This is an optimization exercise on Yosys and OpenROAD, whose aim is small area, a short achievable clock period and few clock cycles, not a production implementation. Only simulation tests tie the RTL to the original design; equivalence was not proved. Power is estimated from default activity; no workload was simulated.

## design/flow/run.sh

```bash
#!/bin/bash
# synth_recipe.tcl (not shown) runs the flow's synth.tcl, then flattens the netlist and writes it again
# the make line also repeats each setting of config.mk as NAME=value (left out here)
make -C /OpenROAD-flow-scripts/flow DESIGN_CONFIG=/design/flow/config.mk WORK_HOME=/design/flow/orfs CLKGATE_MAP_FILE= SYNTH_SCRIPT=/design/flow/synth_recipe.tcl finish
```

## design/flow/config.mk

```make
export PLATFORM = sky130hd
export DESIGN_NAME = orc_rle2_dec
export DESIGN_NICKNAME = orc_rle2_dec
export VERILOG_FILES = /design/flow/design.v
export SDC_FILE = /design/flow/constraint.sdc
export NUM_CORES = 4
export LEC_CHECK = 0
export CAP_MARGIN = 20
export CORE_MARGIN = 2
export CORE_UTILIZATION = 35
export SETUP_SLACK_MARGIN = 5
export SLEW_MARGIN = 20
```

## design/flow/constraint.sdc

```tcl
create_clock -name core_clock -period 10.0 [get_ports {clk}]
set_input_delay 2.0000 -clock core_clock [delete_from_list [all_inputs] [get_ports {clk}]]
set_output_delay 2.0000 -clock core_clock [all_outputs]
set_load 0.01 [all_outputs]
```

## design/flow/design.v

```verilog
module orc_rle2_dec (
    input  wire        clk,
    input  wire        rst,          
    input  wire        cfg_signed,   
    input  wire        in_valid,
    input  wire [7:0]  in_data,
    output wire        in_ready,
    output wire        out_valid,
    output wire [63:0] out_data,
    output wire        out_last,     
    input  wire        out_ready,
    output wire        err           
);
    localparam [1:0] TAG_SR     = 2'd0;
    localparam [1:0] TAG_DIRECT = 2'd1;
    localparam [1:0] TAG_PB     = 2'd2;
    localparam [1:0] TAG_DELTA  = 2'd3;
    localparam [2:0] A_HDR0 = 3'd0;   
    localparam [2:0] A_HDR1 = 3'd1;   
    localparam [2:0] A_SRV  = 3'd2;   
    localparam [2:0] A_VAR  = 3'd3;   
    localparam [2:0] A_DATA = 3'd4;   
    localparam [2:0] A_ERR  = 3'd5;   
    function [6:0] width_of;
        input [4:0] code;
        begin
            if (code < 5'd24)
                width_of = {2'b00, code} + 7'd1;
            else if (code < 5'd28)
                width_of = 7'd26 + {4'd0, code[1:0], 1'b0};
            else
                width_of = 7'd40 + {2'd0, code[1:0], 3'b000};
        end
    endfunction
    function [63:0] zigzag_dec;
        input [63:0] z;
        begin
            zigzag_dec = (z >> 1) ^ {64{z[0]}};
        end
    endfunction
    reg [2:0]  astate;
    reg [1:0]  tag;
    reg        h0_len8;      
    reg [4:0]  h0_code;      
    reg [9:0]  arem;         
    reg        lone;         
    reg        fdneg;        
    reg        sgn;          
    reg [6:0]  width;        
    reg [7:0]  d;            
    reg [78:0] bb;           
    reg [3:0]  vi;           
    reg        vsel;         
    reg        ir;           
    reg        errq;         
    reg        xv;
    reg [63:0] xd;
    reg        x_add;        
    reg        x_cin;
    reg [9:0]  x_cnt;        
    reg        x_last;       
    reg        ov;
    reg [63:0] od;
    reg        ol;
    wire in_fire  = in_valid & in_ready;
    wire out_fire = ov & out_ready;
    wire b_go    = xv & (~ov | out_ready);
    wire x_cnt0  = (x_cnt == 10'd0);
    wire x_free  = ~xv | (b_go & x_cnt0);
    wire is_srv  = (astate == A_SRV);
    wire is_var  = (astate == A_VAR);
    wire is_data = (astate == A_DATA);
    wire tok_v   = ~d[7] & (is_srv | is_var | is_data);
    wire tok_null = is_var & vsel & lone;           
    wire take_now = tok_v & (tok_null | ~xv | (x_cnt0 & ~ov));
    wire take_rdy = tok_v & xv & x_cnt0;
    wire take    = take_now | (take_rdy & out_ready);
    wire load_x  = take & ~tok_null;
    wire [3:0]  sh   = d[3:0];
    wire [78:0] bsh  = bb >> sh;
    reg  [63:0] wmask;
    integer k;
    always @(*)
        for (k = 0; k < 64; k = k + 1)
            wmask[k] = (k < width);
    wire [63:0] ext  = bsh[63:0] & wmask;
    wire        t_zz = is_var | (sgn & (tag != TAG_DELTA));
    wire        t_neg = is_data & (tag == TAG_DELTA) & fdneg;
    wire [63:0] ez   = t_zz ? zigzag_dec(ext) : (t_neg ? ~ext : ext);
    wire t_add  = (is_data & (tag == TAG_DELTA)) | (is_var & vsel);
    wire dw0    = (h0_code == 5'd0);
    wire [9:0] t_cnt = (is_srv) ? arem :
                       (is_var & vsel & dw0) ? arem : 10'd0;
    wire t_last = is_srv | (is_var & ~vsel & lone) |
                  (is_var & vsel & (dw0 | (arem == 10'd0))) |
                  (is_data & (arem == 10'd0));
    assign out_valid = ov;
    assign out_data  = od;
    assign out_last  = ol;
    assign err       = errq;
    assign in_ready  = ir;
    wire [6:0] code_w = width_of(h0_code);
    wire [6:0] hdr_w  = width_of(in_data[5:1]);
    wire [7:0] d_in   = d + 8'd8;
    wire [7:0] d_tk   = d - {1'b0, width};
    wire [7:0] d_both = d_in - {1'b0, width};
    reg [2:0]  astate_n;
    reg [1:0]  tag_n;
    reg        h0_len8_n;
    reg [4:0]  h0_code_n;
    reg [9:0]  arem_n;
    reg        lone_n;
    reg        fdneg_n;
    reg [6:0]  width_n;
    reg [7:0]  d_n;
    reg [3:0]  vi_n;
    reg        vsel_n;
    reg        ir_n;
    always @(*) begin
        astate_n  = astate;
        tag_n     = tag;
        h0_len8_n = h0_len8;
        h0_code_n = h0_code;
        arem_n    = arem;
        lone_n    = lone;
        fdneg_n   = fdneg;
        width_n   = width;
        d_n       = d;
        vi_n      = vi;
        vsel_n    = vsel;
        case (astate)
        A_HDR0: if (in_fire) begin
            tag_n     = in_data[7:6];
            h0_code_n = in_data[5:1];
            h0_len8_n = in_data[0];
            case (in_data[7:6])
            TAG_SR: begin
                width_n  = {1'b0, in_data[5:3], 3'b000} + 7'd8;
                d_n      = {2'b11, ~in_data[5:3], 3'b000};   
                arem_n   = {7'd0, in_data[2:0]} + 10'd2;
                astate_n = A_SRV;
            end
            TAG_DIRECT: begin
                width_n  = hdr_w;
                astate_n = A_HDR1;
            end
            TAG_DELTA: begin
                width_n  = 7'd0;
                astate_n = A_HDR1;
            end
            default: astate_n = A_ERR;
            endcase
        end
        A_HDR1: if (in_fire) begin
            arem_n = {h0_len8, in_data};
            lone_n = ({h0_len8, in_data} == 9'd0);
            if (tag == TAG_DELTA) begin
                d_n      = 8'hff;
                vi_n     = 4'd0;
                vsel_n   = 1'b0;
                astate_n = A_VAR;
            end else begin
                d_n      = 8'd0 - {1'b0, width};
                astate_n = A_DATA;
            end
        end
        A_SRV: begin
            if (in_fire)
                d_n = d_in;
            if (take)
                astate_n = A_HDR0;
        end
        A_VAR: begin
            if (in_fire) begin
                if (vi != 4'd15)
                    vi_n = vi + 4'd1;
                if (vi < 4'd9)
                    width_n = width + 7'd7;
                else
                    width_n = 7'd64;
                if (!in_data[7])
                    d_n = 8'd0;
            end
            if (take) begin
                arem_n = arem - 10'd1;
                if (!vsel) begin
                    vsel_n  = 1'b1;
                    vi_n    = 4'd0;
                    width_n = 7'd0;
                    d_n     = 8'hff;
                end else begin
                    fdneg_n = ez[63];
                    if (lone || dw0 || arem == 10'd0) begin
                        astate_n = A_HDR0;
                    end else begin
                        width_n  = code_w;
                        d_n      = 8'd0 - {1'b0, code_w};
                        astate_n = A_DATA;
                    end
                end
            end
        end
        A_DATA: begin
            case ({in_fire, take})
            2'b10:   d_n = d_in;
            2'b01:   d_n = d_tk;
            2'b11:   d_n = d_both;
            default: ;
            endcase
            if (take) begin
                arem_n = arem - 10'd1;
                if (arem == 10'd0)
                    astate_n = A_HDR0;
            end
        end
        A_ERR: ;
        default: astate_n = A_HDR0;
        endcase
    end
    function lim;
        input [7:0] x;
        begin
            lim = (x[6:0] < width) & (x[6:3] == 4'd0);
        end
    endfunction
    wire arem_nz = (arem != 10'd0);
    wire arem_gt1 = (arem > 10'd1);
    wire c_nn = d[7]      | (arem_nz & lim(d));
    wire c_in = d_in[7]   | (arem_nz & lim(d_in));
    wire c_tk = ~arem_nz  | d_tk[7]   | (arem_gt1 & lim(d_tk));
    wire c_bo = ~arem_nz  | d_both[7] | (arem_gt1 & lim(d_both));
    always @(*) begin
        case (astate)
        A_HDR0: ir_n = ~(in_fire & (in_data[7:6] == TAG_PB));
        A_HDR1: ir_n = 1'b1;
        A_SRV:  ir_n = take | (in_fire ? d_in[7] : d[7]);
        A_VAR:  ir_n = take | (in_fire ? in_data[7] : d[7]);
        A_DATA: case ({in_fire, take})
                2'b00: ir_n = c_nn;
                2'b10: ir_n = c_in;
                2'b01: ir_n = c_tk;
                default: ir_n = c_bo;
                endcase
        default: ir_n = 1'b0;
        endcase
    end
    always @(posedge clk) begin
        sgn <= cfg_signed;
        if (rst) begin
            astate  <= A_HDR0;
            tag     <= TAG_SR;
            h0_len8 <= 1'b0;
            h0_code <= 5'd0;
            arem    <= 10'd0;
            lone    <= 1'b0;
            fdneg   <= 1'b0;
            width   <= 7'd0;
            d       <= 8'hff;
            vi      <= 4'd0;
            vsel    <= 1'b0;
            ir      <= 1'b1;
        end else begin
            astate  <= astate_n;
            tag     <= tag_n;
            h0_len8 <= h0_len8_n;
            h0_code <= h0_code_n;
            arem    <= arem_n;
            lone    <= lone_n;
            fdneg   <= fdneg_n;
            width   <= width_n;
            d       <= d_n;
            vi      <= vi_n;
            vsel    <= vsel_n;
            ir      <= ir_n;
        end
    end
    always @(posedge clk) begin
        if (in_fire) begin
            if (is_var) begin
                if (vi < 4'd9)
                    bb[7*vi +: 7] <= in_data[6:0];
                else if (vi == 4'd9)
                    bb[63] <= in_data[0];
            end else if (is_srv | is_data) begin
                bb <= {bb[70:0], in_data};
            end
        end
    end
    always @(posedge clk) begin
        if (rst) begin
            xv <= 1'b0;
            ov <= 1'b0;
            errq <= 1'b0;
        end else begin
            errq <= (astate_n == A_ERR) & ~b_go & (~ov | out_ready);
            if (load_x)
                xv <= 1'b1;
            else if (b_go && x_cnt0)
                xv <= 1'b0;
            if (b_go)
                ov <= 1'b1;
            else if (out_fire)
                ov <= 1'b0;
        end
    end
    always @(posedge clk) begin
        if (load_x) begin
            xd     <= ez;
            x_add  <= t_add;
            x_cin  <= t_neg;
            x_cnt  <= t_cnt;
            x_last <= t_last;
        end else if (b_go && !x_cnt0) begin
            x_cnt  <= x_cnt - 10'd1;
        end
        if (b_go) begin
            od <= x_add ? od + xd + {63'd0, x_cin} : xd;
            ol <= x_last & x_cnt0;
        end
    end
endmodule
```

==> results of run 1 <==
## routing by layer
layer / global-route usage [%] / share of wire [%] / up-vias / wire length, um
li1: - / - / 9706 / -
met1: 27.99 / 45 / 9953 / 31240
met2: 33.17 / 46 / 790 / 32450
met3: 2.565 / 6.3 / 151 / 4395
met4: 6.471 / 2.9 / 0 / 2062
met5: 0 / 0 / - / 0
## through the flow
| step | instances | total power [uW] | util, % | area, um2 | worst slack (ps) |
|---|---|---|---|---|---|
| 2_1_floorplan | 2641 | 2796 | - | 23200 | 5177 |
| 3_3_place_gp | 3436 | 3210 | 37.57 | 24660 | 4894 |
| 3_5_place_dp | 3436 | 3246 | 37.58 | 24660 | 5020 |
| 4_1_cts | 3499 | 4478 | 39.23 | 25740 | 5595 |
| 5_1_grt | 3499 | 4733 | 39.23 | 25740 | 5305 |
| 6_report | 3499 | 4466 | 39.23 | 25740 | 5543 |
## how the worst max path moves through the flow
stage / from / endpoint / slack [ps]
global route: d[0] / ir / 5300
detailed placement: out_ready / xd[63] / 5020
CTS: out_ready / xd[47] / 5600
floorplan: out_ready / x_cnt[0] / 5180
global placement: out_ready / arem[9] / 4890
finish: out_ready / xd[47] / 5540
## state kept, by name, summed over array words and instances (netlist names), 2 cells and up
signal,count
h0_code,5
vi,4
od,64
x_cnt,10
tag,2
astate,3
d,8
arem,10
xd,64
bb,79
width,7
## worst max-delay path, delay by kind of cell
family	cells	cell delay [ps]
simple gates	2	660
buf+inv	2	1150
compound gates	2	690
## kinds of logic (layout without fill, tap and decap cells)
family / after synthesis / after routing / share of synthesized area, %
flip-flops: 269 / 269 / 32.76
AO/OA/AOI/OAI: 726 / 726 / 20.03
AND/OR/NAND/NOR: 886 / 886 / 16.89
XOR/XNOR: 227 / 227 / 8.573
multiplexers: 190 / 190 / 11.89
adder cells (fa/ha/maj): 106 / 106 / 5.816
buffers and inverters: 237 / 231 / 4.046
## placed cells by master (no fill, tap or decap), types with 8 or more instances in the layout
| master | instances |
|---|---|
| clkbuf_1 | 10 |
| mux4_2 | 61 |
| nand2_1 | 406 |
| a211oi_1 | 26 |
| a21oi_1 | 179 |
| inv_1 | 46 |
| nand4_1 | 25 |
| ha_1 | 103 |
| mux2i_1 | 56 |
| nor2_1 | 220 |
| xor2_1 | 39 |
| a32oi_1 | 18 |
| a311o_1 | 9 |
| nor4_1 | 13 |
| o21a_1 | 8 |
| dfxtp_1 | 44 |
| and3_1 | 34 |
| clkbuf_16 | 36 |
| a22oi_1 | 10 |
| nor3_1 | 39 |
| and2_1 | 9 |
| clkdlybuf4s50_1 | 80 |
| nand3_1 | 52 |
| o21bai_1 | 13 |
| a31oi_1 | 30 |
| edfxtp_1 | 221 |
| a221o_1 | 8 |
| o21ai_0 | 213 |
| xnor2_1 | 188 |
| buf_4 | 36 |
| a221oi_1 | 51 |
| mux2_2 | 73 |
| a21o_1 | 52 |
| o22ai_1 | 10 |
| nand2b_1 | 25 |
| nor2b_1 | 24 |
| o221ai_1 | 8 |
| o211ai_1 | 33 |
## power by group through the flow
stage          logic, uW  clock network [uW]  registers [uW]
2_1_floorplan       1400                   0            1400
3_3_place_gp        1740                   0            1470
3_5_place_dp        1770                   0            1470
4_1_cts             1780                1250            1450
5_1_grt             1980                1290            1460
6_report            1790                1220            1450
## cell usage after synthesis, types with 51 or more instances
cell      instances
a21oi_1         180
ha_1            103
a21o_1           52
mux2_2           73
nor2_1          222
xnor2_1         188
clkbuf_1        133
edfxtp_1        221
o21ai_0         214
mux2i_1          56
mux4_2           61
nand2_1         407
nand3_1          52
a221oi_1         51
## layout make-up
cell class / count / area share, %
clock inverters: 15 / 0.4569
multi-input cells: 2135 / 57.12
inverters: 52 / 0.7582
repair buffers: 116 / 4.160
well taps: 864 / 4.199
flip-flops and latches: 269 / 29.55
clock buffers: 48 / 3.752
==> flow_metrics.tcl, run 1 <==
set metrics [dict create \
    crit_type "input pin to register" \
    power_switching_uw 1698 \
    num_io_pins 81 \
    cts-resized-gates 0 \
    fin_setup_tns_ps 0 \
    sw_ratio_pct 38.02 \
    grt_antenna_before_repair 0 \
    grt_util_all_layers_pct 20.33 \
    synth-seq-cells 269 \
    power.ir.vdd_worst_mv 0.1071 \
    netlist_area_um2 23190 \
    slowest_stage "buf_4" \
    synth_top_cell_area_share_pct 28.61 \
    synth_warnings 1 \
    die_w_um 261.4 \
    worst_ep_required_time_ps 10170 \
    power.leakage_uw 0.009333 \
    clkSinkCount 269 \
    ant_nets 0 \
    worst-endpoint-arrival_ps 4620 \
    hold_viol 0 \
    tritoncts.num_buffers 35 \
    detail_route.iter0.violations 1801 \
    placement_rows 94 \
    routabilityCongestion 0.9079 \
    final-setup-viol-count 0 \
    p_comb_share_pct 40.1 \
    maxCapViolations 0 \
    grt_start_max_net_pins 113 \
    synth_nets 2760 \
    floorplan.die.height_um 261.4 \
    synth.yosys.seq_area_share_pct 32.76 \
    clk_transition_reported_paths_ps 60 \
    hold-path-cell-count 2 \
    min-delay-path-class "register to register" \
    routedWlPerCell_um 20.05 \
    status "timing/DRC/antenna clean" \
    sequentialPowerShare_pct 32.5 \
    maxSlewHeadroom_pct 25.36 \
    fmaxAchievable_ghz 0.2244 \
    ys.flop_type "edfxtp_1" \
    layout.filler_cells 6596 \
    start_kind "input pin" \
    power_density_nw_per_um2 173.5 \
    detailedPlacementHpwl_um 51520 \
    grt_first_pass_wirelength_um 111500 \
    dr_total_vias 20600 \
    clock_latency_reported_for_the_late_side_of_the_worst_skew_pair_ps 560 \
    drt-vias-per-instance 5.887 \
    hold-worst-slack_ps 476.8 \
    firstDrtPassIters 5 \
    final_layout_size_suffix_gt1_share_pct 9.639 \
    post_synth.cell_area_avg_um2 8.782 \
    reg2reg_slack_ps 5630 \
    worstPathCellList "clkdlybuf4s50_1, nand2b_1, a21boi_2, a221o_1, nor2b_4, buf_4" \
    synthCells 2641 \
    critPathCaptureType "register" \
    drc 0 \
    power.clock.fraction_pct 27.4 \
    port_buffers 80 \
    r2r_start "d[0]" \
    count_of_flip_flops_with_a_built_in_enable_after_synthesis 221 \
    floorplan.initialDensity_pct 35.34 \
    grt_pass1_vias 19611 \
    slowest_delay_ps 710 \
    cellInternalPower_uw 2768 \
    tritoncts "yes" \
    timing.reg2reg.worst_path_depth 15 \
    area_delta_synth_final_pct 11.00 \
    die_area_um2 68340 \
    synth_async_sr_flop_share_pct 0 \
    detail_route.wirelength_um 70150 \
    multiInputGateArea_um2 14710 \
    beginning_of_the_worst_hold_path "tag[0]" \
    rsz0062_at_grt "no" \
    postCtsSetupBuffers 0 \
    yosys.cell_types.count 81 \
    grt_overflow 0 \
    ctsHoldBuffers 0 \
    finalClockSkew_ps 36.93 \
    post-route-min-period_ps 4457 \
    worst_pin_slew_ps 1109 \
    num_antenna_cells 0 \
    slew_viol_final 0 \
    synth.area.top_cells "edfxtp_1 29%, xnor2_1 7.1%, nand2_1 6.6%" \
    min_to "tag[0]" \
    synth_area_leader_cell "edfxtp_1" \
    clock_root_buffer "clkbuf_16" \
    core_region_area_um2 65630 \
    clock_tree.buffer_depth 3 \
    min_period_over_period_pct 44.57 \
    fin_nets 2728 \
    ff_latch_area_um2 7607 \
    timing.critical_path.fanout_max 66 \
    cts_htree_levels 2 \
    rr_endpoint "ir" \
]
Testbench counts, summed over its fixed seeds: cycles 46,386.
==> run 2, diff against run 1 <==
--- a/design/flow/design.v
+++ b/design/flow/design.v
@@ -304,4 +304,6 @@
         end
     end
+    wire [64:0] sum65 = {od, 1'b1} + {xd, x_cin};
+    wire [63:0] sum   = sum65[64:1];
     always @(posedge clk) begin
         if (load_x) begin
@@ -315,5 +317,5 @@
         end
         if (b_go) begin
-            od <= x_add ? od + xd + {63'd0, x_cin} : xd;
+            od <= x_add ? sum : xd;
             ol <= x_last & x_cnt0;
         end
--- a/design/flow/config.mk
+++ b/design/flow/config.mk
@@ -6,7 +6,8 @@
 export NUM_CORES = 4
 export LEC_CHECK = 0
+export ABC_CLOCK_PERIOD_IN_PS = 3000
 export CAP_MARGIN = 20
 export CORE_MARGIN = 2
-export CORE_UTILIZATION = 35
+export CORE_UTILIZATION = 60
 export SETUP_SLACK_MARGIN = 5
 export SLEW_MARGIN = 20
==> run 2 against run 1 <==
Compared with the run above: still clean; fmax shrank 2.3%; synthesized cell count increased by 2.4%; wire length shrank 0.57%; combinational power is 13% higher; clock skew down 20 ps; setup slack got worse by 100 ps; via count is 3.5% higher; sequential power is essentially flat; critical path type unchanged; largest power group unchanged; highest routed layer unchanged.
==> flow_metrics.tcl, run 2 <==
set metrics [dict create \
    status "timing/DRC/antenna clean" \
    ys.flop_type "edfxtp_1" \
    biggestRegsByFlops "bb x79, od x64, xd x64" \
    synthCells 2704 \
    worstPathCellList "clkdlybuf4s50_1, and2_1, nand2b_1, nor2_1, nor4_1, a311o_1, or2_2, a211o_1" \
    firstDrtPassIters 6 \
    floorplan.die.height_um 202.1 \
    num_antenna_cells 0 \
    rsz0062_at_grt "no" \
    synth_warnings 1 \
    worst_pin_slew_ps 1032 \
    worstPathBufferInverterCount 1 \
    synth-seq-cells 269 \
    cts-resized-gates 0 \
    floorplan.initialDensity_pct 60.81 \
    start_kind "input pin" \
    count_of_flip_flops_with_a_built_in_enable_after_synthesis 221 \
    post_synth.cell_area_avg_um2 8.711 \
    clkSinkCount 269 \
    cts_htree_levels 1 \
    yosys-top-cells-count "375 x nand2_1, 273 x nor2_1, 221 x edfxtp_1" \
    tritoncts "yes" \
    power.leakage_uw 0.009307 \
    fin_nets 2765 \
    grt_util_all_layers_pct 33.53 \
    hold_viol 0 \
    registers.top_by_ff_count "bb" \
    die_w_um 202.1 \
    critPathCaptureType "register" \
    synthMostInstantiatedCell "nand2_1" \
    grt_overflow 0 \
    tritoncts.num_buffers 31 \
    detail_route.wirelength_um 69750 \
    grt_antenna_before_repair 0 \
    placement_rows 72 \
    fmaxAchievable_ghz 0.2193 \
    detailedPlacementHpwl_um 51790 \
    final_cell_mix "375 x nand2_1, 273 x nor2_1, 221 x edfxtp_1, 196 x o21ai_0, 184 x a21oi_1" \
    synth_nets 2823 \
    worst_ep_required_time_ps 10490 \
    grt_pass1_vias 19789 \
    min_period_over_period_pct 45.60 \
    cpLargestDelayFamily "simple AND/OR/NAND/NOR gates" \
    ff_latch_area_um2 7607 \
    slew_viol_final 0 \
    final-setup-viol-count 0 \
    core_region_area_um2 38740 \
    final_layout_size_suffix_gt1_share_pct 9.547 \
    clock_tree.buffer_depth 3 \
    clock_root_buffer "clkbuf_16" \
    post-route-min-period_ps 4560 \
    finalClockSkew_ps 17.17 \
    ctsHoldBuffers 0 \
    synth_async_sr_flop_share_pct 0 \
    dr_total_vias 21320 \
    most_common_library_cell_in_the_layout_ignoring_fill_and_taps "nand2_1" \
    multiInputGateArea_um2 15000 \
    detail_route.iter0.violations 2308 \
    synth.area.top_cells "edfxtp_1 28%, xnor2_1 6.4%, nand2_1 6.0%" \
    crit_type "input pin to register" \
    grt_first_pass_wirelength_um 110200 \
    clk_transition_reported_paths_ps 70 \
    area_delta_synth_final_pct 8.456 \
    grt_start_max_net_pins 96 \
    maxCapViolations 0 \
    netlist_area_um2 23560 \
    routedWlPerCell_um 21.87 \
    routabilityCongestion 0.9952 \
    num_io_pins 81 \
    slowest_stage "and2_1" \
    port_buffers 80 \
    power_density_nw_per_um2 185.0 \
    slowest_delay_ps 600 \
    timing.critical_path.fanout_max 17 \
    maxSlewHeadroom_pct 30.24 \
    hold-worst-slack_ps 515.8 \
    synth.yosys.seq_area_share_pct 32.25 \
    yosys.cell_types.count 88 \
    ant_nets 0 \
    postCtsSetupBuffers 0 \
    synth_top_cell_area_share_pct 28.17 \
    largest_reg_flops 79 \
    worst-endpoint-arrival_ps 5050 \
    final_core_util_pct 65.95 \
    synth_area_leader_cell "edfxtp_1" \
    layout.filler_cells 3219 \
    drt-vias-per-instance 6.685 \
    min-delay-path-class "register to register" \
    power.ir.vdd_worst_mv 0.2104 \
    fin_setup_tns_ps 0 \
    clock_latency_reported_for_the_late_side_of_the_worst_skew_pair_ps 600 \
    die_area_um2 40860 \
    drc 0 \
]
## run 2: changes by cell type in the layout (fill, tap and decap cells not counted), sizes merged, moves of 8 or more
cell	previous run	this run
clkbuf	48	31
a32oi	18	7
nand4	25	17
o21ai	217	204
nor2	222	273
and2	13	21
nand2	408	375
a21o	52	60
xnor2	188	173
a31oi	30	40
a221oi	53	65
a21oi	182	190
## run 2: area by class of cell
cell class                 instances  area share [%]
tap                              518           2.537
inverter                          50          0.7346
sequential                       269           29.78
clock buffer                      31           3.037
timing repair buffer             109           3.967
multi-input combinational       2185           58.71
clock inverter                    27           1.234
## run 2: where the power goes
| part | leakage [uW] | switching (uW) | total (uW) | internal [uW] |
|---|---|---|---|---|
| Clock | 0.000513 | 504 | 1230 | 724 |
| Sequential | 0.00241 | 153 | 1470 | 1320 |
| Combinational | 0.00639 | 1220 | 2030 | 811 |
| Total | 0.00931 | 1870 | 4730 | 2850 |
## run 2: path summary, 6_finish.rpt
kind                            startpoint     to  slack (ps)  cells after the start
worst max-delay path              in_valid   d[0]        5440                      8
worst min-delay path                 fdneg  fdneg         520                      2
worst max register to register        d[0]     ir        5500                     14
worst min register to register       fdneg  fdneg         520                      2
## run 2: worst register-to-register path: stages (launching register included)
cell and delay (ps):
dfxtp_4 690, inv_1 550, ha_1 410, fa_1 420, o21ai_0 250, a21o_1 190, a21o_1 110, a21oi_1 70
xnor2_1 260, ha_1 310, a2111oi_0 360, o211ai_1 160, o31ai_1 230, a2111oi_0 140, o41ai_1 250
## run 2: routing by layer
layer | routed length [um] | track usage [%]
met1 | 30300 | 48.35
met2 | 31380 | 52.98
met3 | 5935 | 4.047
met4 | 2132 | 10.40
met5 | 0 | 0
## run 2: cell families (layout without fill, tap and decap cells)
logic type | after synthesis | count (layout) | synth area share (%)
flops | 269 | 269 | 32.25
fa+ha+maj | 106 | 106 | 5.694
xor+xnor | 218 | 218 | 8.106
compound gates | 766 | 766 | 21.26
buf+inv | 250 | 217 | 4.313
simple gates | 907 | 907 | 16.93
mux | 188 | 188 | 11.44
## run 2: per-stage QoR
stage / setup slack, ps / area, um2 / instances / total power (uW)
after global placement: 4893 / 24450 / 3131 / 3421
after floorplan: 5302 / 23570 / 2704 / 2967
after detailed placement: 4845 / 24450 / 3131 / 3460
after global routing: 5047 / 25550 / 3189 / 4962
final: 5440 / 25550 / 3189 / 4726
after CTS: 5460 / 25540 / 3189 / 4683
Testbench counts of run 2, summed over its fixed seeds: cycles 46,386.
==> run 3, diff against run 2 <==
==> design/flow/flow/run.sh (new file) <==
#!/bin/bash
# The standard ORFS layout (the standard.sh, standard synthesis unchanged),
# with a stricter setup-repair target: the resizer keeps repairing until the
# setup slack is at least SETUP_SLACK_MARGIN ns. Constraints and clock period
# are the design's. make's full output goes to make.log here; each ORFS step
# keeps its own log under orfs/logs/.
set -euo pipefail
bash standard.sh SETUP_SLACK_MARGIN=7 finish > make.log 2>&1
==> design/flow/standard.sh (new file) <==
#!/bin/bash
# synth_recipe.tcl (not shown) runs the flow's synth.tcl, then flattens the netlist and writes it again
# the make line also repeats each setting of config.mk as NAME=value (left out here)
make -C /OpenROAD-flow-scripts/flow DESIGN_CONFIG=/design/flow/config.mk WORK_HOME=/design/flow/orfs CLKGATE_MAP_FILE= SYNTH_SCRIPT=/design/flow/synth_recipe.tcl "${@:-finish}"
--- a/design/flow/config.mk
+++ b/design/flow/config.mk
@@ -10,4 +10,3 @@
 export CORE_MARGIN = 2
 export CORE_UTILIZATION = 60
-export SETUP_SLACK_MARGIN = 5
 export SLEW_MARGIN = 20
removed: design/flow/run.sh
==> run 3 against run 2 <==
Compared with the run above: global-route usage rose by 1.9 points; first-iteration DRC count rose by 21%; clock skew rose by 14 ps; sequential cell count did not move; fmax rose by 36%; register-to-register slack improved by 1100 ps; synthesized cell count did not move; cell area rose by 11%; highest routed layer unchanged.
==> flow_metrics.tcl, run 3 <==
set metrics [dict create \
    slew_viol_final 0 \
    ant_nets 0 \
    worst-endpoint-arrival_ps 3820 \
    die_area_um2 40860 \
    routabilityCongestion 0.9549 \
    status "timing/DRC/antenna clean" \
    synth.area.top_cells "edfxtp_1 28%, xnor2_1 6.4%, nand2_1 6.0%" \
    min-delay-path-class "register to register" \
    cpLargestDelayFamily "compound AO/OA/AOI/OAI gates" \
    grt_use_met2_pct 56.76 \
    groute.layer.met1.usage_pct 49.58 \
    layout.filler_cells 2768 \
    startpoint "width[4]" \
    dr_total_vias 22425 \
    hold_viol 0 \
    worst_pin_slew_ps 994.8 \
    finalClockSkew_ps 30.83 \
    netlist_area_um2 23560 \
    yosys-top-cells-count "375 x nand2_1, 273 x nor2_1, 221 x edfxtp_1" \
    synth_nets 2823 \
    most_common_library_cell_in_the_layout_ignoring_fill_and_taps "nand2_1" \
    firstDrtPassIters 6 \
    power_density_nw_per_um2 179.5 \
    cp_common_cell "ha_1" \
    clock_latency_reported_for_the_late_side_of_the_worst_skew_pair_ps 590 \
    largest_reg_flops 79 \
    worstPathCellList "clkinvlp_4, ha_1, a21o_1, a21oi_1, xnor2_1, ha_1, a2111oi_2, o211ai_1, o31ai_1, a2111oi_1, o41ai_1" \
    num_io_pins 81 \
    die_w_um 202.1 \
    floorplan.die.height_um 202.1 \
    grt_pass1_vias 20798 \
    postPlaceCellArea_um2 24640 \
    worst_ep_required_time_ps 10460 \
    synth.yosys.seq_area_share_pct 32.25 \
    num_antenna_cells 0 \
    synth-seq-cells 269 \
    power.leakage_uw 0.01051 \
    crit_type "register to register" \
    final-setup-viol-count 0 \
    grt_antenna_before_repair 0 \
    drc 0 \
    maxSlewHeadroom_pct 32.74 \
    min_period_over_period_pct 33.58 \
    routedWlPerCell_um 23.00 \
    post-route-min-period_ps 3358 \
    grt_start_max_net_pins 101 \
    clock_root_buffer "clkbuf_16" \
    synthMostInstantiatedCell "nand2_1" \
    timing.critical_path.fanout_max 9 \
    start_kind "register" \
    maxCapViolations 0 \
    clock_tree.buffer_depth 3 \
    synth_async_sr_flop_share_pct 0 \
    clk_transition_reported_paths_ps 60 \
    beginning_of_the_worst_hold_path "fdneg" \
    floorplan.initialDensity_pct 60.81 \
    registers.top_by_ff_count "bb" \
    rsz0062_at_grt "yes" \
    area_delta_synth_final_pct 20.51 \
    r2r_start "width[4]" \
    reg2reg_slack_ps 6640 \
    detail_route.iter0.violations 2791 \
    fin_setup_tns_ps 0 \
    tritoncts "yes" \
    synthCells 2704 \
    detail_route.wirelength_um 76810 \
    post_synth.cell_area_avg_um2 8.711 \
    final_layout_size_suffix_gt1_share_pct 24.60 \
    worstPathBufferInverterCount 1 \
    drt-vias-per-instance 6.716 \
    count_of_flip_flops_with_a_built_in_enable_after_synthesis 221 \
    ys.flop_type "edfxtp_1" \
    final_cell_mix "360 x nand2_1, 256 x nor2_1, 221 x edfxtp_1, 171 x xnor2_1, 159 x o21ai_0" \
    synth_area_leader_cell "edfxtp_1" \
    synth_top_cell_area_share_pct 28.17 \
    power.ir.vdd_worst_mv 0.2002 \
    grt_first_pass_wirelength_um 116500 \
    clkSinkCount 269 \
    fin_nets 2916 \
    grt_overflow 0 \
    slowest_stage "dfxtp_1" \
    postLayoutCellArea_um2 28390 \
    cts_htree_levels 1 \
    yosys.cell_types.count 88 \
    top_usage_layer "met2" \
    global_routing_usage_on_met3_pct 4.966 \
    core_region_area_um2 38740 \
    biggestRegsByFlops "bb x79, od x64, xd x64" \
    detailedPlacementHpwl_um 51490 \
    grt_util_all_layers_pct 35.40 \
    fmaxAchievable_ghz 0.2978 \
    port_buffers 80 \
    power.total_uw 5096 \
    synth_warnings 1 \
    critPathCaptureType "register" \
    tritoncts.num_buffers 31 \
    slowest_delay_ps 610 \
    placement_rows 72 \
]
-- run 3: cells by family after synthesis --
family                     count (synthesis)  share of synthesized area [%]
DFF                                      269                          32.25
AOI/OAI and AO/OA                        766                          21.26
adders and majority gates                106                          5.694
buffers and inverters                    250                          4.313
muxes                                    188                          11.44
and+or+nand+nor                          907                          16.93
xor gates and xnor gates                 218                          8.106
-- run 3: layout make-up --
cell class / instances / area, um2 / area share, %
multi-input combinational: 2188 / 16510 / 58.18
sequential: 269 / 7626 / 26.87
timing repair buffer: 257 / 2257 / 7.952
clock buffer: 37 / 808.3 / 2.847
tap: 518 / 648.1 / 2.283
clock inverter: 20 / 307.8 / 1.084
inverter: 50 / 224.0 / 0.7890
-- run 3: final timing paths --
| path | endpoint | cells after the start |
|---|---|---|
| worst max-delay path | ir | 11 |
| worst min-delay path | fdneg | 2 |
| worst max register to register | ir | 11 |
| worst min register to register | fdneg | 2 |
-- run 3: routing by layer --
layer | up-vias | share of wire (%)
met4 | 0 | 4.2
met1 | 10685 | 41
met2 | 1305 | 46
met5 | - | 0
met3 | 229 | 8.8
li1 | 10206 | -
-- run 3: per-stage QoR --
step	hold slack, ps	setup slack (ps)	utilization (%)	instances
finish	509.9	6642	73.28	3339
global route	548.5	6386	73.28	3339
CTS	511.8	6777	70.43	3297
detailed placement	495.6	4795	63.60	3131
global placement	491.1	4872	63.60	3131
floorplan	460.0	5965	-	2704
-- run 3: worst register-to-register path, delay by kind of cell, from the launching register on --
kind                     cells  cell delay, ps
AO/OA/AOI/OAI                7            1490
XOR/XNOR                     1             170
adder cells (fa/ha/maj)      2             680
buffers and inverters        1             280
flip-flops                   1             610
-- run 3: repair_timing --
item                                    4_1_cts  5_1_grt
gates cloned                                  7        4
endpoints found under the setup margin      500      265
pin swaps                                    80       72
setup buffers                               102       38
hold buffers                                  0        0
gates resized for setup                     548      154
-- run 3: power by group --
group,switching (uW),internal (uW)
clock network,479,781
logic,1380,998
registers,136,1320
==> run 4, diff against run 3 <==
--- a/design/flow/config.mk
+++ b/design/flow/config.mk
@@ -11,2 +11,3 @@
 export CORE_UTILIZATION = 60
 export SLEW_MARGIN = 20
+export TNS_END_PERCENT = 0
==> run 4 against run 3 <==
Compared with the run above: hold slack worse by 5.2 ps; sequential share of layout area increased by 2.0 points; first-iteration DRC count down 20%; clock power is 9.5% lower; wire length is 6.5% lower; largest power group unchanged; fmax shrank 3.3%; combinational power shrank 8.4%; core utilization is 5.3 points lower; critical endpoint is now out_data[0].
==> flow_metrics.tcl, run 4 <==
set metrics [dict create \
    synthCells 2704 \
    ff_latch_area_um2 7619 \
    pre_cts_slack_ps 4867 \
    fin_setup_tns_ps 0 \
    ys.flop_type "edfxtp_1" \
    p_comb_share_pct 45.7 \
    ant_nets 0 \
    grt_pass1_vias 19727 \
    drt-vias-per-instance 6.654 \
    synthMostInstantiatedCell "nand2_1" \
    placement_rows 72 \
    worstPathCellList "buf_4, dlygate4sd2_1" \
    dr_total_vias 21538 \
    core_region_area_um2 38740 \
    synth-simple-area-share_pct 16.93 \
    routabilityCongestion 0.9756 \
    grt_antenna_before_repair 1 \
    count_of_flip_flops_with_a_built_in_enable_after_synthesis 221 \
    synth_nets 2823 \
    min_period_over_period_pct 34.71 \
    clock_root_buffer "clkbuf_16" \
    sw_ratio_pct 40.20 \
    power.ir.vdd_worst_mv 0.1561 \
    floorplan.die.height_um 202.1 \
    finalClockSkew_ps 15.27 \
    synth_top_cell_area_share_pct 28.17 \
    grt_start_max_net_pins 96 \
    final-setup-viol-count 0 \
    clk_transition_reported_paths_ps 70 \
    most_common_library_cell_in_the_layout_ignoring_fill_and_taps "nand2_1" \
    grt_util_all_layers_pct 34.01 \
    synth.area.mux_share_pct 11.44 \
    start_kind "register" \
    fmaxAchievable_ghz 0.2881 \
    grt_first_pass_wirelength_um 111600 \
    cellInternalPower_uw 2851 \
    registers.top_by_ff_count "bb" \
    area_delta_synth_final_pct 11.86 \
    drc 0 \
    clock_latency_reported_for_the_late_side_of_the_worst_skew_pair_ps 580 \
    synth.yosys.seq_area_share_pct 32.25 \
    worst-endpoint-arrival_ps 1470 \
    adder_cell_area_share_of_the_yosys_netlist_pct 5.694 \
    power_density_nw_per_um2 181.0 \
    synth_compound_area_share_pct 21.26 \
    final_layout_size_suffix_gt1_share_pct 13.39 \
    post_synth.cell_area_avg_um2 8.711 \
    biggestRegsByFlops "bb x79, od x64, xd x64" \
    slowest_delay_ps 440 \
    final_cell_mix "370 x nand2_1, 270 x nor2_1, 221 x edfxtp_1, 190 x o21ai_0, 176 x a21oi_1" \
    worstPathBufferInverterCount 2 \
    tritoncts.num_buffers 31 \
    slowest_stage "edfxtp_1" \
    detail_route.wirelength_um 71840 \
    largest_reg_flops 79 \
    post-route-min-period_ps 3471 \
    sequentialPowerShare_pct 30.5 \
    synth_area_leader_cell "edfxtp_1" \
    worst_pin_slew_ps 940.1 \
    detail_route.iter0.violations 2225 \
    critPathCaptureType "primary output" \
    synth_async_sr_flop_share_pct 0 \
    detailedPlacementHpwl_um 51370 \
    clkSinkCount 269 \
    synth_xor_xnor_area_share_pct 8.106 \
    routedWlPerCell_um 22.19 \
    min-delay-path-class "register to register" \
    yosys.cell_types.count 88 \
    synth_warnings 1 \
    grt_overflow 0 \
    power.leakage_uw 0.009792 \
    netlist_area_um2 23560 \
    num_antenna_cells 0 \
    tritoncts "yes" \
    ctsHoldBuffers 0 \
    power.clock.fraction_pct 23.8 \
    synth.area.top_cells "edfxtp_1 28%, xnor2_1 6.4%, nand2_1 6.0%" \
    maxCapViolations 0 \
    yosys-top-cells-count "375 x nand2_1, 273 x nor2_1, 221 x edfxtp_1" \
    fin_nets 2816 \
    timing.critical_path.fanout_max 3 \
    maxSlewHeadroom_pct 37.09 \
    hold_viol 0 \
    postPlaceCellArea_um2 24480 \
    postLayoutCellArea_um2 26350 \
    clock_tree.buffer_depth 3 \
    multiInputGateArea_um2 15310 \
    die_area_um2 40860 \
    port_buffers 80 \
    crit_type "register to primary output" \
    num_io_pins 81 \
    dominant_combinational_cell_family_by_area_after_synthesis "compound AO/OA/AOI/OAI gates" \
    layout.filler_cells 3132 \
    cts_htree_levels 1 \
    die_w_um 202.1 \
    synth-seq-cells 269 \
    slew_viol_final 0 \
    rsz0062_at_grt "yes" \
    floorplan.initialDensity_pct 60.81 \
    firstDrtPassIters 8 \
    status "timing/DRC/antenna clean" \
    power_switching_uw 1917 \
    cpLargestDelayFamily "buffers and inverters" \
    final.setup.worst_slack_ps 6529 \
    worst_ep_required_time_ps 8000 \
]
-- run 4: cell counts after synthesis --
Identical to the previous run, type by type.
-- run 4: worst paths after layout --
check	slack (ps)	to	cells after the start	start
max	6530	out_data[0]	2	od[0]
min	500	fdneg	2	fdneg
max reg2reg	6550	ir	11	width[4]
min reg2reg	500	fdneg	2	fdneg
-- run 4: tightest hold or removal path: stages (launching register included) --
cell,delay [ps]
dfxtp_1,330
mux2i_1,70
nor2_1,70
-- run 4: power by group through the flow --
stage	Sequential (uW)	Clock (uW)	Combinational [uW]
global placement	1480	0	1940
floorplan	1390	0	1580
CTS	1440	1140	2090
detailed placement	1480	0	1970
global route	1460	1180	2360
finish	1450	1140	2180
-- run 4: routing by layer --
metal / share of wire [%] / track usage (%) / up-vias
met2: 45 / 54.43 / 1169
li1: - / - / 10011
met3: 9.4 / 4.563 / 148
met1: 42 / 48.42 / 10208
met4: 3.4 / 9.932 / 2
met5: 0.018 / 0 / -
-- run 4: cell type report --
type,instances,share of cell area [%]
Multi-Input combinational cell,2186,58.10
Timing Repair Buffer,159,5.974
Clock buffer,33,2.973
Sequential cell,269,28.92
Tap cell,518,2.460
Clock inverter,22,0.8025
Inverter,50,0.7741
-- run 4: kinds of logic (layout without fill, tap and decap cells) --
family | after synthesis | in the layout
buffers and inverters | 250 | 264
XOR/XNOR | 218 | 218
AND/OR/NAND/NOR | 907 | 907
flip-flops | 269 | 269
AO/OA/AOI/OAI | 766 | 767
multiplexers | 188 | 188
adder cells (fa/ha/maj) | 106 | 106
-- run 4: timing repair --
action | CTS | global route
pin swaps | 25 | 4
buffers inserted | 31 | 9
gates resized for setup | 156 | 38
cloned | 5 | 3
setup endpoints to repair | 486 | 500
-- run 4: metrics by stage --
step	util [%]	hold slack [ps]	instances	total power, uW
finish	68.02	504.7	3237	4768
global route	68.02	561.7	3237	4996
CTS	67.26	498.3	3225	4677
detailed placement	63.20	481.3	3134	3459
global placement	63.20	476.4	3134	3422
floorplan	-	460.0	2704	2969
==> run 5, diff against run 4 <==
--- a/design/flow/design.v
+++ b/design/flow/design.v
@@ -48,6 +48,8 @@
     reg        sgn;          
     reg [6:0]  width;        
-    reg [7:0]  d;            
-    reg [78:0] bb;           
+    reg [7:0]  d;      
+    reg [70:0] bb;           
+    reg [7:0]  hb;           
+    reg        hbv;
     reg [3:0]  vi;           
     reg        vsel;         
@@ -77,6 +79,6 @@
     wire take    = take_now | (take_rdy & out_ready);
     wire load_x  = take & ~tok_null;
-    wire [3:0]  sh   = d[3:0];
-    wire [78:0] bsh  = bb >> sh;
+    wire [2:0]  sh   = d[2:0];
+    wire [70:0] bsh  = bb >> sh;
     reg  [63:0] wmask;
     integer k;
@@ -202,10 +204,8 @@
         end
         A_DATA: begin
-            case ({in_fire, take})
-            2'b10:   d_n = d_in;
-            2'b01:   d_n = d_tk;
-            2'b11:   d_n = d_both;
-            default: ;
-            endcase
+            if (take)
+                d_n = (hbv | in_fire) & d_tk[7] ? d_both : d_tk;
+            else
+                d_n = (hbv | in_fire) & d[7] ? d_in : d;
             if (take) begin
                 arem_n = arem - 10'd1;
@@ -221,13 +221,14 @@
         input [7:0] x;
         begin
-            lim = (x[6:0] < width) & (x[6:3] == 4'd0);
+            lim = (width[6:3] != 4'd0) | (x[2:0] < width[2:0]);
         end
     endfunction
     wire arem_nz = (arem != 10'd0);
     wire arem_gt1 = (arem > 10'd1);
-    wire c_nn = d[7]      | (arem_nz & lim(d));
-    wire c_in = d_in[7]   | (arem_nz & lim(d_in));
-    wire c_tk = ~arem_nz  | d_tk[7]   | (arem_gt1 & lim(d_tk));
-    wire c_bo = ~arem_nz  | d_both[7] | (arem_gt1 & lim(d_both));
+    wire c0_s0 = d[7]    | (arem_nz  & lim(d));
+    wire c0_s1 = d[7]    & (d_in[7]   | (arem_nz  & lim(d_in)));
+    wire c1_s0 = d_tk[7] | (arem_gt1 & lim(d_tk));
+    wire c1_s1 = d_tk[7] & (d_both[7] | (arem_gt1 & lim(d_both)));
+    wire src   = hbv | in_fire;
     always @(*) begin
         case (astate)
@@ -236,10 +237,6 @@
         A_SRV:  ir_n = take | (in_fire ? d_in[7] : d[7]);
         A_VAR:  ir_n = take | (in_fire ? in_data[7] : d[7]);
-        A_DATA: case ({in_fire, take})
-                2'b00: ir_n = c_nn;
-                2'b10: ir_n = c_in;
-                2'b01: ir_n = c_tk;
-                default: ir_n = c_bo;
-                endcase
+        A_DATA: ir_n = take ? (~arem_nz | (src ? c1_s1 : c1_s0))
+                            : (src ? c0_s1 : c0_s0);
         default: ir_n = 1'b0;
         endcase
@@ -282,8 +279,18 @@
                 else if (vi == 4'd9)
                     bb[63] <= in_data[0];
-            end else if (is_srv | is_data) begin
-                bb <= {bb[70:0], in_data};
+            end else if (is_srv) begin
+                bb <= {bb[62:0], in_data};
             end
         end
+        if (is_data && src && (take ? d_tk[7] : d[7]))
+            bb <= {bb[62:0], hbv ? hb : in_data};
+        if (in_fire)
+            hb <= in_data;
+    end
+    always @(posedge clk) begin
+        if (rst)
+            hbv <= 1'b0;
+        else if (is_data)
+            hbv <= src & ~(take ? d_tk[7] : d[7]);
     end
     always @(posedge clk) begin
--- a/design/flow/config.mk
+++ b/design/flow/config.mk
@@ -11,3 +11,2 @@
 export CORE_UTILIZATION = 60
 export SLEW_MARGIN = 20
-export TNS_END_PERCENT = 0
==> run 5 against run 4 <==
Compared with the run above: still clean on timing, DRC and antenna; cell count rose by 0.80%; critical path depth rose by 11; die area fell by 7.3%.
==> flow_metrics.tcl, run 5 <==
set metrics [dict create \
    routedWlPerCell_um 23.20 \
    final_core_util_pct 79.97 \
    grt_antenna_before_repair 0 \
    sw_ratio_pct 34.63 \
    grt_pass1_vias 20168 \
    fmaxAchievable_ghz 0.2740 \
    clock_tree.buffer_depth 3 \
    status "timing/DRC/antenna clean" \
    grt_util_all_layers_pct 36.81 \
    yosys.cell_types.count 82 \
    biggestRegsByFlops "bb x71, od x64, xd x64" \
    synth.area.top_cells "edfxtp_1 30%, xnor2_1 6.5%, nor2_1 6.0%" \
    core_region_area_um2 35660 \
    power.total_uw 4119 \
    synth.yosys.seq_area_share_pct 34.95 \
    min-delay-path-class "register to register" \
    clock_root_buffer "clkbuf_16" \
    final-setup-viol-count 0 \
    cellInternalPower_uw 2693 \
    floorplan.initialDensity_pct 61.13 \
    post_synth.cell_area_avg_um2 8.518 \
    fin_nets 2886 \
    registers.top_by_ff_count "bb" \
    maxSlewHeadroom_pct 23.40 \
    grt_start_max_net_pins 113 \
    worst-endpoint-arrival_ps 3930 \
    port_buffers 80 \
    detailedPlacementHpwl_um 45670 \
    ys.flop_type "edfxtp_1" \
    slew_viol_final 0 \
    power.ir.vdd_worst_mv 0.1558 \
    global_routing_usage_on_met3_pct 5.466 \
    yosys-top-cells-count "346 x nor2_1, 264 x nand2_1, 245 x a21oi_1" \
    reg2reg_slack_ps 6500 \
    place.detailed.instances 2961 \
    slowest_delay_ps 340 \
    sequentialPowerShare_pct 33.6 \
    final_layout_size_suffix_gt1_share_pct 27.69 \
    die_area_um2 37870 \
    timing.critical_path.fanout_max 4 \
    min_period_over_period_pct 36.49 \
    start_kind "input pin" \
    maxCapViolations 0 \
    drc 0 \
    clkSinkCount 270 \
    groute.layer.met1.usage_pct 50.40 \
    synthCells 2559 \
    cts_htree_levels 2 \
    num_antenna_cells 0 \
    critPathCaptureType "register" \
    synth-seq-cells 270 \
    netlist_area_um2 21800 \
    power.clock.fraction_pct 32.6 \
    ant_nets 0 \
    cp_common_cell "buf_6" \
    placement_rows 69 \
    grt_first_pass_wirelength_um 111800 \
    power_density_nw_per_um2 144.5 \
    top_usage_layer "met2" \
    count_of_flip_flops_with_a_built_in_enable_after_synthesis 221 \
    most_common_library_cell_in_the_layout_ignoring_fill_and_taps "nor2_1" \
    final_cell_mix "320 x nor2_1, 245 x nand2_1, 221 x edfxtp_1, 212 x a21oi_1, 157 x xnor2_1" \
    synth_warnings 1 \
    grt_overflow 0 \
    crit_type "input pin to register" \
    tritoncts.num_buffers 34 \
    detail_route.wirelength_um 75690 \
    final.setup.worst_slack_ps 6351 \
    detail_route.iter0.violations 2601 \
    p_comb_share_pct 33.8 \
    area_delta_synth_final_pct 30.82 \
    finalClockSkew_ps 18.34 \
    clk_transition_reported_paths_ps 60 \
    finish.cell_count_without_fillers 3263 \
    fin_setup_tns_ps 0 \
    firstDrtPassIters 10 \
    synth_top_cell_area_share_pct 30.45 \
    floorplan.die.height_um 194.6 \
    worstPathCellList "buf_6, nor2b_4, o41a_1, a21o_4, buf_12, nor2_4, nor2_2, nor2_2, a22oi_2, a21oi_4, buf_6, buf_6, clkbuf_16" \
    rsz0062_at_grt "yes" \
    dr_total_vias 22089 \
    grt_use_met2_pct 59.35 \
    pre_cts_slack_ps 4612 \
    largest_reg_flops 71 \
    routabilityCongestion 0.9478 \
    post-route-min-period_ps 3649 \
    synth_area_leader_cell "edfxtp_1" \
    worst_ep_required_time_ps 10280 \
    tritoncts "yes" \
    num_io_pins 81 \
    synth_async_sr_flop_share_pct 0 \
    clock_latency_reported_for_the_late_side_of_the_worst_skew_pair_ps 560 \
    hold_viol 0 \
    slowest_stage "o41a_1" \
    power.leakage_uw 0.01072 \
    power_switching_uw 1426 \
    die_w_um 194.6 \
    worst_pin_slew_ps 1149 \
    drt-vias-per-instance 6.770 \
    synth_nets 2669 \
    synthMostInstantiatedCell "nor2_1" \
]
[run 5: cell count changes after synthesis, sizes merged, moves of 29 or more]
| cell | previous run | this run |
|---|---|---|
| and3 | 41 | 10 |
| nor2 | 273 | 347 |
| nand2 | 375 | 264 |
| a21oi | 190 | 248 |
| buf | 61 | 32 |
| mux4 | 58 | 5 |
[run 5: path summary, 6_finish.rpt]
check,startpoint,endpoint,cells after the start
setup / recovery,out_ready,bb[57],13
hold / removal,tag[1],tag[1],2
setup reg to reg,od[22],od[60],11
hold reg to reg,tag[1],tag[1],2
[run 5: area by class of cell]
class / instances / area [um2]
flip-flops and latches: 270 / 7642
inverters: 42 / 168.9
fillers: 2205 / 7141
clock inverters: 19 / 269.0
clock buffers: 43 / 935.9
multi-input cells: 2082 / 15230
repair buffers: 346 / 3694
well taps: 461 / 576.8
[run 5: stage by stage]
step / hold WS [ps] / area, um2
2_1_floorplan: 445.6 / 22220
3_3_place_gp: 456.6 / 23060
3_5_place_dp: 463.5 / 23070
4_1_cts: 471.4 / 27110
5_1_grt: 497.7 / 28510
6_report: 473.5 / 28510
[run 5: kinds of logic (layout without fill, tap and decap cells)]
logic type      after synthesis  after routing  synth area share [%]
mux                         155            155                 7.887
compound gates              747            749                 21.65
buf+inv                     209            450                 3.662
simple gates                863            863                 17.46
flops                       270            270                 34.95
fa+ha+maj                    97             97                 5.637
xor+xnor                    218            218                 8.760
[run 5: critical path: cells and delay by family]
kind | cells | cell delay, ps
AO/OA/AOI/OAI | 4 | 930
buffers and inverters | 5 | 620
AND/OR/NAND/NOR | 4 | 370
[run 5: layer usage]
metal | part of all wire [%] | vias to the layer above
li1 | - | 9875
met2 | 45 | 1481
met3 | 10 | 315
met4 | 4.8 | 0
met5 | 0 | -
met1 | 40 | 10418
[run 5: power groups by stage]
stage | registers, uW | logic (uW) | clock network (uW)
2_1_floorplan | 1350 | 884 | 0
3_3_place_gp | 1390 | 1090 | 0
3_5_place_dp | 1390 | 1110 | 0
4_1_cts | 1370 | 1270 | 1340
5_1_grt | 1390 | 1500 | 1390
6_report | 1380 | 1390 | 1340
[run 5: repair_timing]
| action | in CTS | in global routing |
|---|---|---|
| endpoints found under the setup margin | 499 | 428 |
| hold buffers | 0 | 0 |
| hold endpoints to repair | 0 | 0 |
| buffers inserted | 153 | 54 |
| cloned | 26 | 7 |
| gates resized for setup | 608 | 199 |
| pin swaps | 105 | 88 |
Testbench counts of run 5, summed over its fixed seeds: cycles 46,386.
==> run 6, diff against run 5 <==
--- a/design/flow/config.mk
+++ b/design/flow/config.mk
@@ -11,2 +11,3 @@
 export CORE_UTILIZATION = 60
 export SLEW_MARGIN = 20
+export TNS_END_PERCENT = 0
==> run 6 against run 5 <==
Compared with the run above: setup slack worse by 26 ps; fmax is 0.71% lower; via count is 9.5% lower; still clean on timing, DRC and antenna; cell area is 13% lower; die area stayed put; total power is 7.4% lower; sequential cell count stayed put; sequential power hardly changed; wire length is 13% lower; cell count is 6.3% lower; combinational power is 14% lower; clock power is 7% lower.
==> flow_metrics.tcl, run 6 <==
set metrics [dict create \
    post-route-min-period_ps 3675 \
    maxSlewHeadroom_pct 25.30 \
    ant_nets 0 \
    drc 0 \
    detail_route.wirelength_um 65730 \
    synth.area.top_cells "edfxtp_1 30%, xnor2_1 6.5%, nor2_1 6.0%" \
    count_of_flip_flops_with_a_built_in_enable_after_synthesis 221 \
    grt_pass1_vias 18555 \
    dr_total_vias 19999 \
    detailedPlacementHpwl_um 45900 \
    yosys-top-cells-count "346 x nor2_1, 264 x nand2_1, 245 x a21oi_1" \
    num_antenna_cells 0 \
    worst_ep_required_time_ps 10250 \
    port_buffers 80 \
    finalClockSkew_ps 17.38 \
    largest_reg_flops 71 \
    sequentialPowerShare_pct 36.2 \
    synth_nets 2669 \
    synth.yosys.seq_area_share_pct 34.95 \
    tritoncts "yes" \
    die_area_um2 37870 \
    power_switching_uw 1319 \
    netlist_area_um2 21800 \
    placement_rows 69 \
    power_density_nw_per_um2 154.5 \
    critPathCaptureType "register" \
    final_cell_mix "341 x nor2_1, 262 x nand2_1, 237 x a21oi_1, 221 x edfxtp_1, 176 x o21ai_0" \
    min-delay-path-class "register to register" \
    die_w_um 194.6 \
    num_io_pins 81 \
    worst-endpoint-arrival_ps 3930 \
    synth_warnings 1 \
    drt-vias-per-instance 6.544 \
    power.leakage_uw 0.008984 \
    hold_viol 0 \
    maxCapViolations 0 \
    post_synth.cell_area_avg_um2 8.518 \
    fin_nets 2679 \
    min_period_over_period_pct 36.75 \
    power.clock.fraction_pct 32.7 \
    grt_overflow 0 \
    cellInternalPower_uw 2494 \
    timing.critical_path.fanout_max 17 \
    power.ir.vdd_worst_mv 0.1691 \
    clock_latency_reported_for_the_late_side_of_the_worst_skew_pair_ps 550 \
    clock_tree.buffer_depth 3 \
    floorplan.die.height_um 194.6 \
    clk_transition_reported_paths_ps 60 \
    synth_top_cell_area_share_pct 30.45 \
    synthMostInstantiatedCell "nor2_1" \
    synthCells 2559 \
    clkSinkCount 270 \
    grt_first_pass_wirelength_um 103300 \
    sw_ratio_pct 34.59 \
    crit_type "input pin to register" \
    firstDrtPassIters 5 \
    cts_htree_levels 2 \
    worst_pin_slew_ps 1117 \
    postPlaceCellArea_um2 22830 \
    grt_util_all_layers_pct 34.06 \
    fmaxAchievable_ghz 0.2721 \
    registers.top_by_ff_count "bb" \
    status "timing/DRC/antenna clean" \
    slew_viol_final 0 \
    clock_root_buffer "clkbuf_16" \
    floorplan.initialDensity_pct 61.13 \
    fin_setup_tns_ps 0 \
    p_comb_share_pct 31.1 \
    ys.flop_type "edfxtp_1" \
    final_layout_size_suffix_gt1_share_pct 10.91 \
    yosys.cell_types.count 82 \
    biggestRegsByFlops "bb x71, od x64, xd x64" \
    routedWlPerCell_um 21.51 \
    routabilityCongestion 0.9559 \
    synth_async_sr_flop_share_pct 0 \
    area_delta_synth_final_pct 13.19 \
    tritoncts.num_buffers 35 \
    synth_area_leader_cell "edfxtp_1" \
    postLayoutCellArea_um2 24670 \
    grt_antenna_before_repair 0 \
    final-setup-viol-count 0 \
    rsz0062_at_grt "yes" \
    start_kind "input pin" \
    core_region_area_um2 35660 \
    synth-seq-cells 270 \
    grt_start_max_net_pins 101 \
    detail_route.iter0.violations 2109 \
    most_common_library_cell_in_the_layout_ignoring_fill_and_taps "nor2_1" \
]
-- run 6: cell type report --
cell class | instances | area [um2]
inverter | 42 | 163.9
tap | 461 | 576.8
fill | 2852 | 10980
timing repair buffer | 138 | 1415
clock buffer | 50 | 994.7
multi-input combinational | 2082 | 13770
clock inverter | 13 | 126.4
sequential | 270 | 7626
-- run 6: worst paths after layout --
check | from | to | slack, ps | cells past startpoint
worst min register to register | tag[1] | tag[1] | 480 | 2
worst max-delay path | out_ready | bb[68] | 6320 | 11
worst min-delay path | tag[1] | tag[1] | 480 | 2
worst max register to register | xd[18] | od[60] | 6480 | 11
-- run 6: metrics by stage --
| step | hold WS, ps | setup slack, ps | utilization, % | cells | total power (uW) |
|---|---|---|---|---|---|
| after global routing | 493.9 | 6265 | 69.20 | 3056 | 3979 |
| after CTS | 469.1 | 6370 | 68.53 | 3048 | 3771 |
| after floorplan | 445.6 | 5235 | - | 2559 | 2222 |
| final | 475.6 | 6325 | 69.20 | 3056 | 3813 |
| after global placement | 454.7 | 4765 | 64.02 | 2962 | 2477 |
| after detailed placement | 461.2 | 4642 | 64.02 | 2962 | 2495 |
-- run 6: metal layers --
metal / GRT usage [%] / share of wire [%] / up-vias
met5: 0 / 0 / -
met4: 10.94 / 2.9 / 0
met3: 5.900 / 9.3 / 141
met2: 53.56 / 45 / 974
met1: 47.89 / 43 / 9436
li1: - / - / 9448
-- run 6: critical path: stages --
cell       delay [ps]
buf_6              80
nor2b_4            30
o41a_1            360
a21o_4            250
buf_4             160
nor2_4             80
nor2_1             70
nor2_1            200
a22oi_2           120
a21oi_4           220
bufbuf_16         340
-- run 6: cell families after synthesis --
kind of cell             Yosys count  share of synthesized area, %
buffers and inverters            209                         3.662
XOR/XNOR                         218                         8.760
AO/OA/AOI/OAI                    747                         21.65
AND/OR/NAND/NOR                  863                         17.46
multiplexers                     155                         7.887
flip-flops                       270                         34.95
adder cells (fa/ha/maj)           97                         5.637
-- run 6: timing repair --
action,CTS,global route
gates cloned,4,2
hold buffers,0,0
setup endpoints to repair,505,497
buffers inserted,19,6
gates resized for setup,58,38
pin swaps,13,13
-- run 6: power by group through the flow --
stage	Sequential (uW)	Clock, uW	Combinational, uW
final	1380	1250	1190
after global routing	1390	1300	1290
after CTS	1380	1260	1140
after detailed placement	1400	0	1100
after global placement	1400	0	1080
after floorplan	1350	0	868
==> run 7, diff against run 6 <==
==> design/flow/flow/run.sh (replaced) <==
#!/bin/bash
# The standard ORFS layout (the standard.sh, standard synthesis unchanged)
# with two changes to how the layout is made, none to the constraints:
#  * the resizer's setup repair aims for 7 ns of setup slack (SETUP_SLACK_MARGIN)
#    on the worst path only (TNS_END_PERCENT 0 in config.mk);
#  * the port buffers that every input and output gets are buf_4 cells.
# make's full output goes to make.log here; each ORFS step keeps its own log
# under orfs/logs/.
set -euo pipefail
bash standard.sh SETUP_SLACK_MARGIN=7 "BUFFER_PORTS_ARGS=-buffer_cell sky130_fd_sc_hd__buf_4" finish > make.log 2>&1
==> run 7 against run 6 <==
Compared with the run above: still clean on timing, DRC and antenna; register-to-register slack got worse by 130 ps; setup slack gained 26 ps; area after synthesis unchanged; first-iteration DRC count decreased by 5.3%; sequential power hardly changed; fmax up 0.72%; clock power about the same; count of clock-buffer cells in the layout down 3; largest cell class unchanged; largest power group unchanged.
==> flow_metrics.tcl, run 7 <==
set metrics [dict create \
    synthCells 2559 \
    synth_warnings 1 \
    status "timing/DRC/antenna clean" \
    ys.flop_type "edfxtp_1" \
    final_layout_size_suffix_gt1_share_pct 13.06 \
    die_w_um 194.6 \
    yosys-top-cells-count "346 x nor2_1, 264 x nand2_1, 245 x a21oi_1" \
    slew_viol_final 0 \
    grt_pass1_vias 18656 \
    min_period_over_period_pct 36.49 \
    worst-endpoint-arrival_ps 3940 \
    ctsHoldBuffers 0 \
    routabilityCongestion 0.9303 \
    synth_async_sr_flop_share_pct 0 \
    synth_nets 2669 \
    synthMostInstantiatedCell "nor2_1" \
    clock_root_buffer "clkbuf_16" \
    ff_latch_area_um2 7626 \
    routedWlPerCell_um 21.30 \
    postLayoutCellArea_um2 24300 \
    synth_top_cell_area_share_pct 30.45 \
    slowest_stage "or4_1" \
    detailedPlacementHpwl_um 45550 \
    layout.filler_cells 2931 \
    detail_route.iter0.violations 1997 \
    cts_htree_levels 2 \
    core_region_area_um2 35660 \
    placement_rows 69 \
    grt_overflow 0 \
    worst_ep_required_time_ps 10290 \
    grt_first_pass_wirelength_um 102700 \
    tritoncts.num_buffers 35 \
    tritoncts "yes" \
    power_density_nw_per_um2 157.0 \
    power.ir.vdd_worst_mv 0.2211 \
    clock_tree.buffer_depth 3 \
    num_io_pins 81 \
    timing.critical_path.fanout_max 6 \
    netlist_area_um2 21800 \
    post_synth.cell_area_avg_um2 8.518 \
    multiInputGateArea_um2 13700 \
    fin_setup_tns_ps 0 \
    ant_nets 0 \
    synth.yosys.seq_area_share_pct 34.95 \
    finalClockSkew_ps 26.71 \
    fmaxAchievable_ghz 0.2741 \
    synth.area.top_cells "edfxtp_1 30%, xnor2_1 6.5%, nor2_1 6.0%" \
    clock_latency_reported_for_the_late_side_of_the_worst_skew_pair_ps 550 \
    synth-seq-cells 270 \
    start_kind "register" \
    yosys.cell_types.count 82 \
    port_buffers 80 \
    detail_route.wirelength_um 64770 \
    fin_nets 2664 \
    worst_pin_slew_ps 1105 \
    die_area_um2 37870 \
    drc 0 \
    hold_viol 0 \
    grt_antenna_before_repair 0 \
    floorplan.die.height_um 194.6 \
    clk_transition_reported_paths_ps 60 \
    maxSlewHeadroom_pct 25.64 \
    count_of_flip_flops_with_a_built_in_enable_after_synthesis 221 \
    largest_reg_flops 71 \
    worstPathCellList "ha_1, nand2_1, or4_1, a2111oi_2, a21boi_4, buf_4, o21ai_1, and3b_1, o21a_1, o21bai_1, xor2_1, mux2_2" \
    slowest_delay_ps 510 \
    most_common_library_cell_in_the_layout_ignoring_fill_and_taps "nor2_1" \
    area_delta_synth_final_pct 11.46 \
    critPathCaptureType "register" \
    postPlaceCellArea_um2 22590 \
    power.leakage_uw 0.008972 \
    crit_type "register to register" \
    final-setup-viol-count 0 \
    floorplan.initialDensity_pct 61.13 \
    grt_util_all_layers_pct 33.82 \
    dr_total_vias 19856 \
    maxCapViolations 0 \
    min-delay-path-class "register to register" \
    final_cell_mix "342 x nor2_1, 263 x nand2_1, 237 x a21oi_1, 221 x edfxtp_1, 178 x o21ai_0" \
    firstDrtPassIters 6 \
    registers.top_by_ff_count "bb" \
    synth_area_leader_cell "edfxtp_1" \
    post-route-min-period_ps 3649 \
    biggestRegsByFlops "bb x71, od x64, xd x64" \
    rsz0062_at_grt "yes" \
    clkSinkCount 270 \
    grt_start_max_net_pins 101 \
    drt-vias-per-instance 6.529 \
    num_antenna_cells 0 \
]
-- run 7: cell counts after synthesis --
Identical to the previous run, type by type.
-- run 7: routing by layer --
layer	global-route usage, %	part of all wire (%)	vias to the layer above
met5	0	0	-
met4	11.17	2.8	0
met3	6.039	9.3	131
met2	53.51	45	973
met1	47.02	43	9325
li1	-	-	9427
-- run 7: critical path, delay by kind of cell, from the launching register on --
family	cells	cell delay, ps
AO/OA/AOI/OAI	5	1180
AND/OR/NAND/NOR	3	850
flip-flops	1	420
adder cells (fa/ha/maj)	1	420
multiplexers	1	260
buffers and inverters	1	160
XOR/XNOR	1	100
-- run 7: kinds of logic after synthesis --
family | Yosys count | share of synthesized area (%)
compound gates | 747 | 21.65
xor+xnor | 218 | 8.760
fa+ha+maj | 97 | 5.637
buf+inv | 209 | 3.662
flops | 270 | 34.95
mux | 155 | 7.887
simple gates | 863 | 17.46
-- run 7: repair_timing --
item / CTS / global route
pin swaps: 8 / 7
gates resized for setup: 34 / 26
buffers inserted: 10 / 8
cloned: 2 / 2
hold endpoints to repair: 0 / 0
setup endpoints to repair: 418 / 453
-- run 7: final cells by class --
class	instances	share of cell area, %
clock buffer	47	3.919
clock inverter	16	0.8343
inverter	42	0.6952
multi-input combinational	2080	56.37
sequential	270	31.39
tap	461	2.374
timing repair buffer	125	4.419
-- run 7: power by group --
group          leakage (uW)  total, uW  internal (uW)  switching (uW)
clock              0.000558       1280            778             503
combinational       0.00598       1150            439             715
sequential          0.00243       1380           1290            87.2
-- run 7: through the flow --
step	total power (uW)	cells	hold slack, ps	utilization, %	setup WS (ps)
3_5_place_dp	2484	2956	462.3	63.34	4993
5_1_grt	3995	3041	493.5	68.14	6234
3_3_place_gp	2464	2956	457.7	63.34	5151
6_report	3814	3041	470.8	68.14	6351
2_1_floorplan	2222	2559	445.6	-	5235
4_1_cts	3782	3031	470.2	67.48	6363
-- run 7: path summary, 6_finish.rpt --
path | from | to | slack, ps | cells after the start
max | xd[17] | od[50] | 6350 | 12
min | tag[0] | tag[0] | 470 | 2
min reg2reg | tag[0] | tag[0] | 470 | 2
max reg2reg | xd[17] | od[50] | 6350 | 12

## separate check: timing with driven ports
The flow's constraints put no driver on any port. The routed layouts listed below were extracted and timed again, unchanged, in two steps.
Step 1: set_driving_cell puts a clkbuf_16 on clk and a buf_2 on each other input, an assumption about the parent block.
Step 2, shift: input delay + t, output delay - t, t = (earliest + latest rising clock arrival at the registers) / 2. This alone moves slack from input paths to output paths.
Three values: ideal ports, drivers, drivers and shift; two values: the first two.
run | t (ns) | setup WS [ns] | hold slack, ns | worst setup path at the end
run 1 | 0.605 | 5.543 / 5.560 / 4.955 | 0.477 / 0.477 / 0.477 | input to register
run 2 | 0.653 | 5.440 / 5.472 / 4.819 | 0.516 / 0.516 / 0.516 | input to register
run 3 | 0.631 | 6.642 / 6.642 / 6.179 | 0.510 / 0.510 / 0.510 | input to register
run 4 | 0.637 | 6.529 / 6.467 / 6.023 | 0.505 / 0.505 / 0.505 | input to register
run 5 | 0.611 | 6.351 / 6.369 / 5.758 | 0.474 / 0.474 / 0.474 | input to register
run 6 | 0.597 | 6.325 / 6.327 / 5.733 | 0.476 / 0.476 / 0.476 | input to register
run 7 | 0.595 | 6.351 / 6.351 / 5.809 | 0.471 / 0.471 / 0.471 | input to register
After both steps every run listed still meets setup and hold. The setup slack of run 2, which loses most, moves by +0.032 ns with the drivers and by -0.621 ns with both steps.
